This is an optimization exercise on Yosys and OpenROAD, whose aim is small area, a short achievable clock period and few clock cycles per item, not a production implementation. RTL that was checked went through simulation tests only; none was proved equivalent to the original.

## cbc_aes_dec
module cbc_aes_dec (
    input  wire         clk,
    input  wire         rst,         
    input  wire         key_load,    
    input  wire [127:0] key_in,
    input  wire         iv_load,     
    input  wire [127:0] iv_in,
    input  wire         blk_valid,   
    input  wire [127:0] blk_in,
    output reg          ready,
    output reg          out_valid,   
    output reg  [127:0] out_data
);
==> module cbc_aes_dec, before the edit <==
module cbc_aes_dec (
    input  wire         clk,
    input  wire         rst,         
    input  wire         key_load,    
    input  wire [127:0] key_in,
    input  wire         iv_load,     
    input  wire [127:0] iv_in,
    input  wire         blk_valid,   
    input  wire [127:0] blk_in,
    output reg          ready,
    output reg          out_valid,   
    output reg  [127:0] out_data
);
    localparam [1:0] S_RUN   = 2'd0,   
                     S_KCHK  = 2'd1,   
                     S_DRAIN = 2'd2,   
                     S_EXP   = 2'd3;   
    reg [1:0]   fsm;
    reg         kvalid;   
    reg         match;    
    reg [127:0] dk;       
    reg [31:0]  dkt;      
    reg [3:0]   estep;    
    reg [1:0]   ephase;   
    reg [127:0] civ;      
    reg         ent;      
    reg         a0;       
    reg [3:0]   r0;
    reg [127:0] st0;      
    reg [127:0] k0;       
    reg         kok0;
    reg [31:0]  u0;       
    reg [127:0] iv0;      
    reg         a1;
    reg [3:0]   r1;
    reg [127:0] st1;
    reg [127:0] k1;       
    reg         kok1;
    reg [31:0]  t1;       
    reg [127:0] iv1;
    wire take     = ready && !rst;
    wire take_key = take && key_load;
    wire take_iv  = take && !key_load && iv_load;
    wire take_blk = take && !key_load && !iv_load && blk_valid;
    wire [127:0] isr;
    wire [127:0] isb;
    genvar r, c;
    generate
        for (c = 0; c < 4; c = c + 1) begin : g_col
            for (r = 0; r < 4; r = r + 1) begin : g_row
                assign isr[127 - 8*(r + 4*c) -: 8] = st0[127 - 8*(r + 4*((c + 4 - r) % 4)) -: 8];
                aes_inv_sbox u_sbox (
                    .t(isr[127 - 8*(r + 4*c) -: 8]),
                    .y(isb[127 - 8*(r + 4*c) -: 8])
                );
            end
        end
    endgenerate
    wire [31:0] sw_out;
    aes_sbox u_ks_sbox0 (.t(u0[23:16]), .y(sw_out[31:24]));
    aes_sbox u_ks_sbox1 (.t(u0[15:8]),  .y(sw_out[23:16]));
    aes_sbox u_ks_sbox2 (.t(u0[7:0]),   .y(sw_out[15:8]));
    aes_sbox u_ks_sbox3 (.t(u0[31:24]), .y(sw_out[7:0]));
    wire [127:0] ark = st1 ^ k1;
    wire [127:0] imc;     
    generate
        for (c = 0; c < 4; c = c + 1) begin : g_mix
            aes_inv_mix_col u_mix (
                .col_in (ark[127 - 32*c -: 32]),
                .col_out(imc[127 - 32*c -: 32])
            );
        end
    endgenerate
    function [7:0] rcon_of(input [3:0] i);
        rcon_of = {i == 4'd8, i == 4'd7, i == 4'd6 || i == 4'd10,
                   i == 4'd5 || i == 4'd9 || i == 4'd10, i == 4'd4 || i == 4'd9,
                   i == 4'd3 || i == 4'd10, i == 4'd2 || i == 4'd9 || i == 4'd10,
                   i == 4'd1 || i == 4'd9};
    endfunction
    wire [31:0] q0 = k1[127:96], q1 = k1[95:64], q2 = k1[63:32], q3 = k1[31:0];
    wire [127:0] k1_prev = {q0 ^ {rcon_of(r1), 24'h000000} ^ t1, q1 ^ q0, q2 ^ q1, q3 ^ q2};
    wire [31:0]  u1_prev = q3 ^ q1;      
    wire [31:0] d0 = dk[127:96], d1 = dk[95:64], d2 = dk[63:32], d3 = dk[31:0];
    wire [127:0] dk_prev = {d0 ^ 32'h36000000 ^ dkt, d1 ^ d0, d2 ^ d1, d3 ^ d2};
    wire [31:0]  udk     = d3 ^ d1;
    wire [31:0] e0 = d0 ^ {rcon_of(estep), 24'h000000} ^ t1;
    wire [31:0] e1 = e0 ^ d1;
    wire [31:0] e2 = e1 ^ d2;
    wire [31:0] e3 = e2 ^ d3;
    wire [127:0] blk_x = blk_in ^ dk;
    wire [127:0] blk_t;
    generate
        for (c = 0; c < 16; c = c + 1) begin : g_in
            aes_inv_tmap u_tmap (.a(blk_x[8*c +: 8]), .t(blk_t[8*c +: 8]));
        end
    endgenerate
    wire [31:0] u0_x = (fsm == S_DRAIN && !a0 && !a1) ? d3 :
                       (fsm == S_EXP)   ? d3 :
                       ent              ? udk : u1_prev;
    wire [31:0] u0_t;
    generate
        for (c = 0; c < 4; c = c + 1) begin : g_u
            aes_fwd_tmap u_tmap (.a(u0_x[8*c +: 8]), .t(u0_t[8*c +: 8]));
        end
    endgenerate
    always @(posedge clk) begin
        st1 <= isb;
        k1  <= k0;
        t1  <= sw_out;
        iv1 <= iv0;
        if (ent) begin
            st0 <= take_key ? key_in : blk_t;
            k0  <= take_blk ? dk_prev : k1;
            iv0 <= civ;
        end else begin
            st0 <= imc;
            k0  <= k1_prev;
            iv0 <= iv1;
        end
        u0 <= u0_t;
        out_data <= ark ^ iv1;
        if (fsm == S_KCHK && !match)
            dk <= st0;           
        else if (fsm == S_EXP && ephase == 2'd1)
            dk <= {e0, e1, e2, e3};
        if (fsm == S_EXP && ephase == 2'd1 && estep == 4'd10)
            dkt <= t1;
    end
    reg  [1:0] fsm_n;
    reg        kvalid_n;
    wire       match_n = kvalid && kok1 && (key_in == k1);
    always @(*) begin
        fsm_n    = fsm;
        kvalid_n = kvalid;
        case (fsm)
            S_RUN: begin
                if (take_key)
                    fsm_n = S_KCHK;
            end
            S_KCHK: begin
                if (!match) begin
                    kvalid_n = 1'b0;
                    fsm_n    = S_DRAIN;
                end else begin
                    fsm_n = S_RUN;
                end
            end
            S_DRAIN: begin
                if (!a0 && !a1)
                    fsm_n = S_EXP;
            end
            S_EXP: begin
                if (ephase == 2'd1 && estep == 4'd10) begin
                    kvalid_n = 1'b1;
                    fsm_n    = S_RUN;
                end
            end
            default: fsm_n = S_RUN;
        endcase
    end
    wire free1_n = !a0 || (r0 == 4'd0);
    always @(posedge clk) begin
        match <= match_n;
        if (rst) begin
            fsm       <= S_RUN;
            kvalid    <= 1'b0;
            ready     <= 1'b1;
            ent       <= 1'b1;
            a0        <= 1'b0;
            a1        <= 1'b0;
            kok0      <= 1'b0;
            kok1      <= 1'b0;
            out_valid <= 1'b0;
            civ       <= 128'd0;
        end else begin
            fsm       <= fsm_n;
            kvalid    <= kvalid_n;
            ready     <= (fsm_n == S_RUN) && free1_n;
            ent       <= free1_n;
            a1        <= a0;
            r1        <= r0;
            kok1      <= kok0 && !(fsm == S_KCHK && !match);
            kok0      <= (take_blk || kok1) && !(fsm == S_KCHK && !match);
            a0        <= take_blk || (a1 && (r1 != 4'd0));
            r0        <= take_blk ? 4'd9 : r1 - 4'd1;
            out_valid <= a1 && (r1 == 4'd0);
            if (take_iv)
                civ <= iv_in;
            else if (take_blk)
                civ <= blk_in;
            if (fsm == S_DRAIN) begin
                estep  <= 4'd1;
                ephase <= 2'd0;
            end else begin
                ephase <= (ephase == 2'd2) ? 2'd0 : ephase + 2'd1;
                if (ephase == 2'd1)
                    estep <= estep + 4'd1;
            end
        end
    end
endmodule
export LEC_CHECK = 0
export CAP_MARGIN = 20
export CORE_MARGIN = 2
export CORE_UTILIZATION = 50
export SLEW_MARGIN = 20
export SYNTH_HIERARCHICAL = 1
create_clock -name core_clock -period 10.0 [get_ports {clk}]
standard.sh (not shown) runs the stock make flow with config.mk's settings and CLKGATE_MAP_FILE= SYNTH_SCRIPT=/design/flow/synth_recipe.tcl, a recipe that flattens the netlist after the stock synthesis.
==> flow/flow/run.sh <==
#!/bin/bash
# The standard layout (the standard.sh, unchanged synthesis), with
#  - the port buffers made with the smallest buffer cell (every port still gets one).
export SETUP_SLACK_MARGIN=6.6
export BUFFER_PORTS_ARGS="-buffer_cell sky130_fd_sc_hd__buf_1"
bash standard.sh > standard.log 2>&1
Rerun with:
--- a/flow/design.v
+++ b/flow/design.v
@@ -1069,6 +1069,5 @@
     reg [127:0] dk;       
     reg [31:0]  dkt;      
-    reg [3:0]   estep;    
-    reg [1:0]   ephase;   
+    reg [4:0]   ecnt;     
     reg [127:0] civ;      
     reg         ent;      
@@ -1132,5 +1131,5 @@
     wire [127:0] dk_prev = {d0 ^ 32'h36000000 ^ dkt, d1 ^ d0, d2 ^ d1, d3 ^ d2};
     wire [31:0]  udk     = d3 ^ d1;
-    wire [31:0] e0 = d0 ^ {rcon_of(estep), 24'h000000} ^ t1;
+    wire [31:0] e0 = d0 ^ {rcon_of(ecnt[4:1]), 24'h000000} ^ t1;
     wire [31:0] e1 = e0 ^ d1;
     wire [31:0] e2 = e1 ^ d2;
@@ -1144,5 +1143,5 @@
     endgenerate
     wire [31:0] u0_x = (fsm == S_DRAIN && !a0 && !a1) ? d3 :
-                       (fsm == S_EXP)   ? d3 :
+                       (fsm == S_EXP)   ? (ecnt[0] ? e3 : d3) :
                        ent              ? udk : u1_prev;
     wire [31:0] u0_t;
@@ -1170,7 +1169,7 @@
         if (fsm == S_KCHK && !match)
             dk <= st0;           
-        else if (fsm == S_EXP && ephase == 2'd1)
+        else if (fsm == S_EXP && ecnt[0])
             dk <= {e0, e1, e2, e3};
-        if (fsm == S_EXP && ephase == 2'd1 && estep == 4'd10)
+        if (fsm == S_EXP && ecnt == 5'd21)
             dkt <= t1;
     end
@@ -1190,4 +1189,6 @@
                     kvalid_n = 1'b0;
                     fsm_n    = S_DRAIN;
+                end else if (take_key) begin
+                    fsm_n = S_KCHK;
                 end else begin
                     fsm_n = S_RUN;
@@ -1199,5 +1200,5 @@
             end
             S_EXP: begin
-                if (ephase == 2'd1 && estep == 4'd10) begin
+                if (ecnt == 5'd21) begin
                     kvalid_n = 1'b1;
                     fsm_n    = S_RUN;
@@ -1224,5 +1225,5 @@
             fsm       <= fsm_n;
             kvalid    <= kvalid_n;
-            ready     <= (fsm_n == S_RUN) && free1_n;
+            ready     <= ((fsm_n == S_RUN) || ((fsm_n == S_KCHK) && match_n)) && free1_n;
             ent       <= free1_n;
             a1        <= a0;
@@ -1237,12 +1238,8 @@
             else if (take_blk)
                 civ <= blk_in;
-            if (fsm == S_DRAIN) begin
-                estep  <= 4'd1;
-                ephase <= 2'd0;
-            end else begin
-                ephase <= (ephase == 2'd2) ? 2'd0 : ephase + 2'd1;
-                if (ephase == 2'd1)
-                    estep <= estep + 4'd1;
-            end
+            if (fsm == S_DRAIN)
+                ecnt <= 5'd2;
+            else
+                ecnt <= ecnt + 5'd1;
         end
     end
Result: Sequential cell count goes down by 1. Clock skew came out higher by 0.0076 ns. Via count is higher by a few percent. Wire length climbs by a few percent. Synthesized cell count rose by a few percent. First-iteration DRC count went up by a few percent. Clock-buffer cell count climbs by 3.
Testbench counts after the change, summed over its fixed seeds: cycles 25,049, blocks 2,457.
No functional check of the RTL was part of the first run of this note.

cbc_aes_dec again, from the RTL that the note above started with.
export LEC_CHECK = 0
export CAP_MARGIN = 20
export CORE_MARGIN = 2
export CORE_UTILIZATION = 50
export CTS_CLUSTER_DIAMETER = 80
export CTS_CLUSTER_SIZE = 24
export SLEW_MARGIN = 20
export SYNTH_HIERARCHICAL = 1
create_clock -name core_clock -period 10.0 [get_ports {clk}]
Scripts as last shown in full above: flow/flow/run.sh
==> next run, changes <==
--- a/flow/design.v
+++ b/flow/design.v
@@ -1065,14 +1065,13 @@
                      S_EXP   = 2'd3;   
     reg [1:0]   fsm;
     reg         kvalid;   
     reg         match;    
     reg [127:0] dk;       
     reg [31:0]  dkt;      
-    reg [3:0]   estep;    
-    reg [1:0]   ephase;   
+    reg [4:0]   ecnt;     
     reg [127:0] civ;      
     reg         ent;      
     reg         a0;       
     reg [3:0]   r0;
     reg [127:0] st0;      
     reg [127:0] k0;       
@@ -1128,25 +1127,25 @@
     wire [31:0] q0 = k1[127:96], q1 = k1[95:64], q2 = k1[63:32], q3 = k1[31:0];
     wire [127:0] k1_prev = {q0 ^ {rcon_of(r1), 24'h000000} ^ t1, q1 ^ q0, q2 ^ q1, q3 ^ q2};
     wire [31:0]  u1_prev = q3 ^ q1;      
     wire [31:0] d0 = dk[127:96], d1 = dk[95:64], d2 = dk[63:32], d3 = dk[31:0];
     wire [127:0] dk_prev = {d0 ^ 32'h36000000 ^ dkt, d1 ^ d0, d2 ^ d1, d3 ^ d2};
     wire [31:0]  udk     = d3 ^ d1;
-    wire [31:0] e0 = d0 ^ {rcon_of(estep), 24'h000000} ^ t1;
+    wire [31:0] e0 = d0 ^ {rcon_of(ecnt[4:1]), 24'h000000} ^ t1;
     wire [31:0] e1 = e0 ^ d1;
     wire [31:0] e2 = e1 ^ d2;
     wire [31:0] e3 = e2 ^ d3;
     wire [127:0] blk_x = blk_in ^ dk;
     wire [127:0] blk_t;
     generate
         for (c = 0; c < 16; c = c + 1) begin : g_in
             aes_inv_tmap u_tmap (.a(blk_x[8*c +: 8]), .t(blk_t[8*c +: 8]));
         end
     endgenerate
     wire [31:0] u0_x = (fsm == S_DRAIN && !a0 && !a1) ? d3 :
-                       (fsm == S_EXP)   ? d3 :
+                       (fsm == S_EXP)   ? (ecnt[0] ? e3 : d3) :
                        ent              ? udk : u1_prev;
     wire [31:0] u0_t;
     generate
         for (c = 0; c < 4; c = c + 1) begin : g_u
             aes_fwd_tmap u_tmap (.a(u0_x[8*c +: 8]), .t(u0_t[8*c +: 8]));
         end
@@ -1166,15 +1165,15 @@
             iv0 <= iv1;
         end
         u0 <= u0_t;
         out_data <= ark ^ iv1;
         if (fsm == S_KCHK && !match)
             dk <= st0;           
-        else if (fsm == S_EXP && ephase == 2'd1)
+        else if (fsm == S_EXP && ecnt[0])
             dk <= {e0, e1, e2, e3};
-        if (fsm == S_EXP && ephase == 2'd1 && estep == 4'd10)
+        if (fsm == S_EXP && ecnt == 5'd21)
             dkt <= t1;
     end
     reg  [1:0] fsm_n;
     reg        kvalid_n;
     wire       match_n = kvalid && kok1 && (key_in == k1);
     always @(*) begin
@@ -1195,13 +1194,13 @@
             end
             S_DRAIN: begin
                 if (!a0 && !a1)
                     fsm_n = S_EXP;
             end
             S_EXP: begin
-                if (ephase == 2'd1 && estep == 4'd10) begin
+                if (ecnt == 5'd21) begin
                     kvalid_n = 1'b1;
                     fsm_n    = S_RUN;
                 end
             end
             default: fsm_n = S_RUN;
         endcase
@@ -1233,17 +1232,13 @@
             r0        <= take_blk ? 4'd9 : r1 - 4'd1;
             out_valid <= a1 && (r1 == 4'd0);
             if (take_iv)
                 civ <= iv_in;
             else if (take_blk)
                 civ <= blk_in;
-            if (fsm == S_DRAIN) begin
-                estep  <= 4'd1;
-                ephase <= 2'd0;
-            end else begin
-                ephase <= (ephase == 2'd2) ? 2'd0 : ephase + 2'd1;
-                if (ephase == 2'd1)
-                    estep <= estep + 4'd1;
-            end
+            if (fsm == S_DRAIN)
+                ecnt <= 5'd2;
+            else
+                ecnt <= ecnt + 5'd1;
         end
     end
 endmodule
Routed wire length went up by 3.1%.
Final cell count rose by 0.95%.
Clock-buffer cell count is higher by 5.
First-iteration DRC count goes down by 1.5%.
Synthesized cell count is higher by 1.4%.
Utilization is about the same.
Non-clock buffer count climbs by 25.
Cell area grows by 0.47%.
Sequential share of layout area drops by 0.17 points.
Function was not checked in any run of this note: the RTL went through the layout flow alone.

## 09-25
Another version of the RTL of cbc_aes_dec (not shown whole).
Size: about 1300 flip-flops, roughly 520 I/O pins, ~78000 sq um of cells after synthesis.
==> flow/config.mk <==
export PLATFORM = sky130hd
export DESIGN_NAME = cbc_aes_dec
export DESIGN_NICKNAME = cbc_aes_dec
export VERILOG_FILES = /design/flow/design.v
export SDC_FILE = /design/flow/constraint.sdc
export NUM_CORES = 8
export LEC_CHECK = 0
export CAP_MARGIN = 20
export CORE_MARGIN = 2
export CORE_UTILIZATION = 60
export CTS_CLUSTER_DIAMETER = 80
export CTS_CLUSTER_SIZE = 24
export SLEW_MARGIN = 20
export SYNTH_HIERARCHICAL = 1
==> flow/constraint.sdc <==
create_clock -name core_clock -period 10.0 [get_ports {clk}]
set_input_delay 2.0000 -clock core_clock [delete_from_list [all_inputs] [get_ports {clk}]]
set_output_delay 2.0000 -clock core_clock [all_outputs]
set_load 0.01 [all_outputs]
==> flow/flow/run.sh <==
#!/bin/bash
# The standard layout (the standard.sh, unchanged synthesis), with
#  - the port buffers made with the smallest buffer cell (every port still gets one).
export SETUP_SLACK_MARGIN=6.8
export BUFFER_PORTS_ARGS="-buffer_cell sky130_fd_sc_hd__buf_1"
bash standard.sh > standard.log 2>&1
[inputs] 06-14 vs 09-25
diff --git a/flow/design.v b/flow/design.v
--- a/flow/design.v
+++ b/flow/design.v
@@ -1054,13 +1054,12 @@
     localparam [1:0] S_RUN   = 2'd0,   
                      S_KCHK  = 2'd1,   
                      S_DRAIN = 2'd2,   
                      S_EXP   = 2'd3;   
     reg [1:0]   fsm;
     reg         kvalid;   
-    reg         match;    
     reg [127:0] dk;       
     reg [31:0]  dkt;      
     reg [3:0]   estep;    
     reg [1:0]   ephase;   
     reg [127:0] civ;      
     reg         ent;      
@@ -1165,13 +1164,13 @@
             dk <= {e0, e1, e2, e3};
         if (fsm == S_EXP && ephase == 2'd1 && estep == 4'd10)
             dkt <= t1;
     end
     reg  [1:0] fsm_n;
     reg        kvalid_n;
-    wire       match_n = kvalid && kok1 && (key_in == k1);
+    wire       match = kvalid && kok0 && (st0 == k0);
     always @(*) begin
         fsm_n    = fsm;
         kvalid_n = kvalid;
         case (fsm)
             S_RUN: begin
                 if (take_key)
@@ -1197,13 +1196,12 @@
             end
             default: fsm_n = S_RUN;
         endcase
     end
     wire free1_n = !a0 || (r0 == 4'd0);
     always @(posedge clk) begin
-        match <= match_n;
         if (rst) begin
             fsm       <= S_RUN;
             kvalid    <= 1'b0;
             ready     <= 1'b1;
             ent       <= 1'b1;
             a0        <= 1'b0;
--- outcome ---
From 09-25 to 06-14 the numbers moved as follows: met1 layer wirelength in the final routing went down 3900 um; die boundary width held; setup slack went up 120 ps.
Going from 09-25 to 06-14, final wirelength shrank by a few percent.
Lower post-synthesis cell area was reported by 06-14, not 09-25.
As far as register-to-register slack is concerned, 09-25 and 06-14 perform about the same.
Compared with 09-25, the router placed fewer vias in 06-14.
Looking at 09-25 and 06-14, the sequential cell count is a wash.
Testbench counts of 06-14, summed over its fixed seeds: cycles 25,142, blocks 2,457.
No functional check of the RTL was part of 09-25.

[port drivers added, routing unchanged]
How much do the figures lean on ideal ports? The routed layouts below were timed once more, with nothing changed but the port constraints.
Step 1, drivers: a clkbuf_16 drives clk and a buf_2 each remaining input, both assumed.
Step 2 also shifts input and output timing later by t, the mid clock arrival at the registers, as if the neighbouring blocks saw the same clock.
a / b / c = no drivers / after step 1 / after step 2; a / b = the first two.
run	t (ns)	setup slack, ns	latest minus earliest clock arrival (ns)	worst slew at a driven data input, ns
the first run of note 1	0.874	6.562 / 6.559 / 5.786	0.047 / 0.048	0.14
the second run of note 1	0.885	6.417 / 6.350 / 5.465	0.054 / 0.054	0.23
the first run of note 2	0.825	6.555 / 6.581 / 5.788	0.055 / 0.056	0.14
the second run of note 2	0.851	6.522 / 6.522 / 5.851	0.053 / 0.053	0.25
09-25	0.798	6.592 / 6.644 / 5.846	0.044 / 0.044	0.17
06-14	0.791	6.715 / 6.704 / 6.056	0.044 / 0.044	0.13
After both steps setup and hold are still met in every run listed. For the second run of note 1, which loses most, drivers alone change the setup slack by -0.067 ns; drivers and shift together by -0.952 ns.
